From an optimization exercise on the open Yosys and OpenROAD flow, aimed at small area, a short achievable clock period and few clock cycles per item; shortcuts taken in it are not production practice.
The RTL was checked by simulation tests, not by an equivalence proof against the original design.

== job 9956 ==
Design hbs_sha256, start of the top module:
module hbs_sha256 (
    input  wire         clk,
    input  wire         rst_n,
    input  wire         in_valid,
    output wire         in_ready,
    input  wire [31:0]  in_data,
    input  wire         in_last,
    input  wire [1:0]   in_nbytes,
    output wire         out_valid,
    input  wire         out_ready,
    output wire [255:0] out_digest
);
Settings: LEC_CHECK=0, CAP_MARGIN=20, CORE_MARGIN=2, CORE_UTILIZATION=40, SETUP_SLACK_MARGIN=5, SLEW_MARGIN=20, TNS_END_PERCENT=5; clock period 10.0 ns.
run.sh (not shown) runs the stock make flow with config.mk's settings and CLKGATE_MAP_FILE= SYNTH_SCRIPT=/design/flow/synth_recipe.tcl, a recipe that flattens the netlist after the stock synthesis.
Testbench counts of job 9956, summed over its fixed seeds: cycles 65,479, bytes 56,871.
Setup changes, job 9956 to job 7041
Settings: CTS_CLUSTER_SIZE newly set to 30; TNS_END_PERCENT removed (was 5); CTS_BUF_LIST newly set to sky130_fd_sc_hd__clkbuf_4 sky130_fd_sc_hd__clkbuf_8.
==> summary.txt <==
Global-route usage, job 9956 and job 7041: higher on job 7041
On maximum frequency from static timing analysis, job 9956 and job 7041 are neck and neck.
Against job 9956, job 7041 comes in 0.19 points higher on met3 track demand over resource in global routing.
Wire length for job 7041: 1.9% up relative to job 9956
Job 7041 vs job 9956: final RePlAce weighted congestion down in job 7041
Between job 7041 and job 9956, the sequential cell area does not differ in any meaningful way.
Compared with job 9956, in job 7041 number of antenna violations at the first check in global routing went up, count of vias placed by the detailed router went up.
## Diff of input files: job 7900 against job 7041
Settings: changing CORE_UTILIZATION from 40 to 55; setting PLACE_DENSITY to 0.7 for the first time; removing CTS_CLUSTER_SIZE (formerly 30); removing CTS_BUF_LIST (formerly sky130_fd_sc_hd__clkbuf_4 sky130_fd_sc_hd__clkbuf_8).
Post-route fraction of the period consumed by the critical path: job 7900 vs job 7041 down 0.34 points. Core area on job 7900 is down relative to job 7041. Clock-buffer cell count is higher on job 7041. In the flow results for job 7041 and job 7900, the post-synthesis to final-layout area growth is smaller on job 7900. Compared with job 7041, job 7900 shows a worst slew slack as a fraction of its limit that is 4.0 points higher. Job 7041 has a lower placer congestion estimate than job 7900. Compared job 7900 vs job 7041, and minimum clock period after layout is down in job 7900. Job 7900 reports a higher post-layout worst setup margin than job 7041 does. Job 7900 reports a lower initial antenna violation count than job 7041 does.
## Diff of input files: job 4346 against job 7900
Settings: ABC_CLOCK_PERIOD_IN_PS now 4000, previously not set; CORE_UTILIZATION now 40, was 55; PLACE_DENSITY no longer set, was 0.7.
Findings:
Job 4346: full flow OK, the timing, DRC and antenna checks passed. Summary of the comparison: minimum setup slack after placement is lower in job 4346, relative to job 7900. Met3 track demand over resource delta for job 4346 relative to job 7900: 2.1 points lower. For the routability congestion estimate from global placement, job 4346 came in about 8% lower than job 7900 did. Setup slack (job 4346 over job 7900): increase, 13 ps. Job 7900 ended up with fewer cell instances than job 4346 did. Fraction of the cycle the final worst path needs: job 4346 vs job 7900 — no meaningful difference. Compared with job 7900, wire length in job 4346 increased by a few percent. Higher worst hold slack was reported by job 4346, not job 7900.

========
amber:
Another version of the RTL of hbs_sha256 (not shown whole).
For scale: ~5900 cells after synthesis, about 300 I/O pins, about 66000 um^2 of cells after synthesis.
Design hbs_sha256, start of the top module:
module hbs_sha256 (
    input  wire         clk,
    input  wire         rst_n,
    input  wire         in_valid,
    output wire         in_ready,
    input  wire [31:0]  in_data,
    input  wire         in_last,
    input  wire [1:0]   in_nbytes,
    output wire         out_valid,
    input  wire         out_ready,
    output wire [255:0] out_digest
);
Settings: LEC_CHECK=0, CAP_MARGIN=20, CORE_MARGIN=2, CORE_UTILIZATION=40, SLEW_MARGIN=20; clock period 10.0 ns.
standard.sh (not shown) runs the stock make flow with config.mk's settings and CLKGATE_MAP_FILE= SYNTH_SCRIPT=/design/flow/synth_recipe.tcl, a recipe that flattens the netlist after the stock synthesis.
==> flow/flow/run.sh <==
#!/bin/bash
export BUFFER_PORTS_ARGS="-buffer_cell sky130_fd_sc_hd__buf_2"
export SETUP_SLACK_MARGIN=5.9
bash standard.sh > standard.log 2>&1
amber ended with every stage complete and zero timing, DRC or antenna violations.
Testbench counts of amber, summed over its fixed seeds: cycles 65,487, bytes 56,871.
diff inputs: amber => yarrow
Settings: an added SETUP_SLACK_MARGIN of 5.
--- a/flow/flow/run.sh
+++ b/flow/flow/run.sh
@@ -3 +2,0 @@
-export SETUP_SLACK_MARGIN=5.9
==> summary.txt <==
- yarrow went all the way through the flow, and no timing, DRC or antenna check failed.
- On share of the clock period used by the worst path after layout: between amber and yarrow, it ends up lower for amber.
- Going from amber to yarrow, number of buffers inserted by post-CTS setup repair shrinks by 202.
- Cell area of yarrow falls short of that of amber by a few percent.
- The final instance count without filler cells in yarrow was lower than what amber gave.
- Changes observed in yarrow relative to amber: met1 usage went down by 0.32 points; wire length lower; shortest period the worst path allows grew by 0.18 ns.
> inputs changed (yarrow -> pepper)
==> flow/run.sh (new file) <==
#!/bin/bash
# synth_recipe.tcl (not shown) runs the flow's synth.tcl, then flattens the netlist and writes it again
# the make line also repeats each setting of config.mk as NAME=value (left out here)
make -C /OpenROAD-flow-scripts/flow DESIGN_CONFIG=/design/flow/config.mk WORK_HOME=/design/flow/orfs CLKGATE_MAP_FILE= SYNTH_SCRIPT=/design/flow/synth_recipe.tcl finish
removed: flow/flow/run.sh
removed: flow/standard.sh
==> comparison <==
Summary — post-CTS setup buffer count, pepper relative to yarrow: higher, by 6.
Per the final summary, pepper finished and its layout is clean on timing, DRC and antenna.
In the metrics for yarrow and pepper, the one carrying the higher number of vias after detailed routing is yarrow.
yarrow → pepper: area overhead of the layout relative to synthesis picked up an extra 2.2 points, CTS buffer count moved up.

## separate check: timing with driven ports
How much do the figures lean on ideal ports? The routed layouts below were timed once more, with nothing changed but the port constraints.
Step 1, drivers: a clkbuf_16 drives clk and a buf_2 each remaining input, both assumed.
Step 2, shift: input delay + t, output delay - t, t = (earliest + latest rising clock arrival at the registers) / 2. This alone moves slack from input paths to output paths.
Three values: ideal ports, drivers, drivers and shift; two values: the first two.
| run | t (ns) | setup WS [ns] | hold WS [ns] | latest minus earliest clock arrival (ns) |
|---|---|---|---|---|
| job 9956 | 0.849 | 4.737 / 4.767 / 3.947 | 0.399 / 0.399 / 0.399 | 0.027 / 0.027 |
| job 7041 | 0.974 | 4.736 / 4.736 / 4.149 | 0.400 / 0.400 / 0.400 | 0.048 / 0.048 |
| job 7900 | 0.806 | 4.769 / 4.769 / 4.254 | 0.395 / 0.395 / 0.395 | 0.091 / 0.091 |
| job 4346 | 0.839 | 4.782 / 4.782 / 4.340 | 0.408 / 0.408 / 0.408 | 0.037 / 0.037 |
| amber | 0.881 | 5.339 / 5.339 / 5.081 | 0.393 / 0.393 / 0.393 | 0.041 / 0.041 |
| yarrow | 0.862 | 5.154 / 5.154 / 4.330 | 0.392 / 0.392 / 0.392 | 0.048 / 0.048 |
| pepper | 0.872 | 5.087 / 5.087 / 4.245 | 0.392 / 0.392 / 0.392 | 0.044 / 0.044 |
After both steps every run listed still meets setup and hold. The setup slack of pepper, which loses most, moves by 0.000 ns with the drivers and by -0.842 ns with both steps.
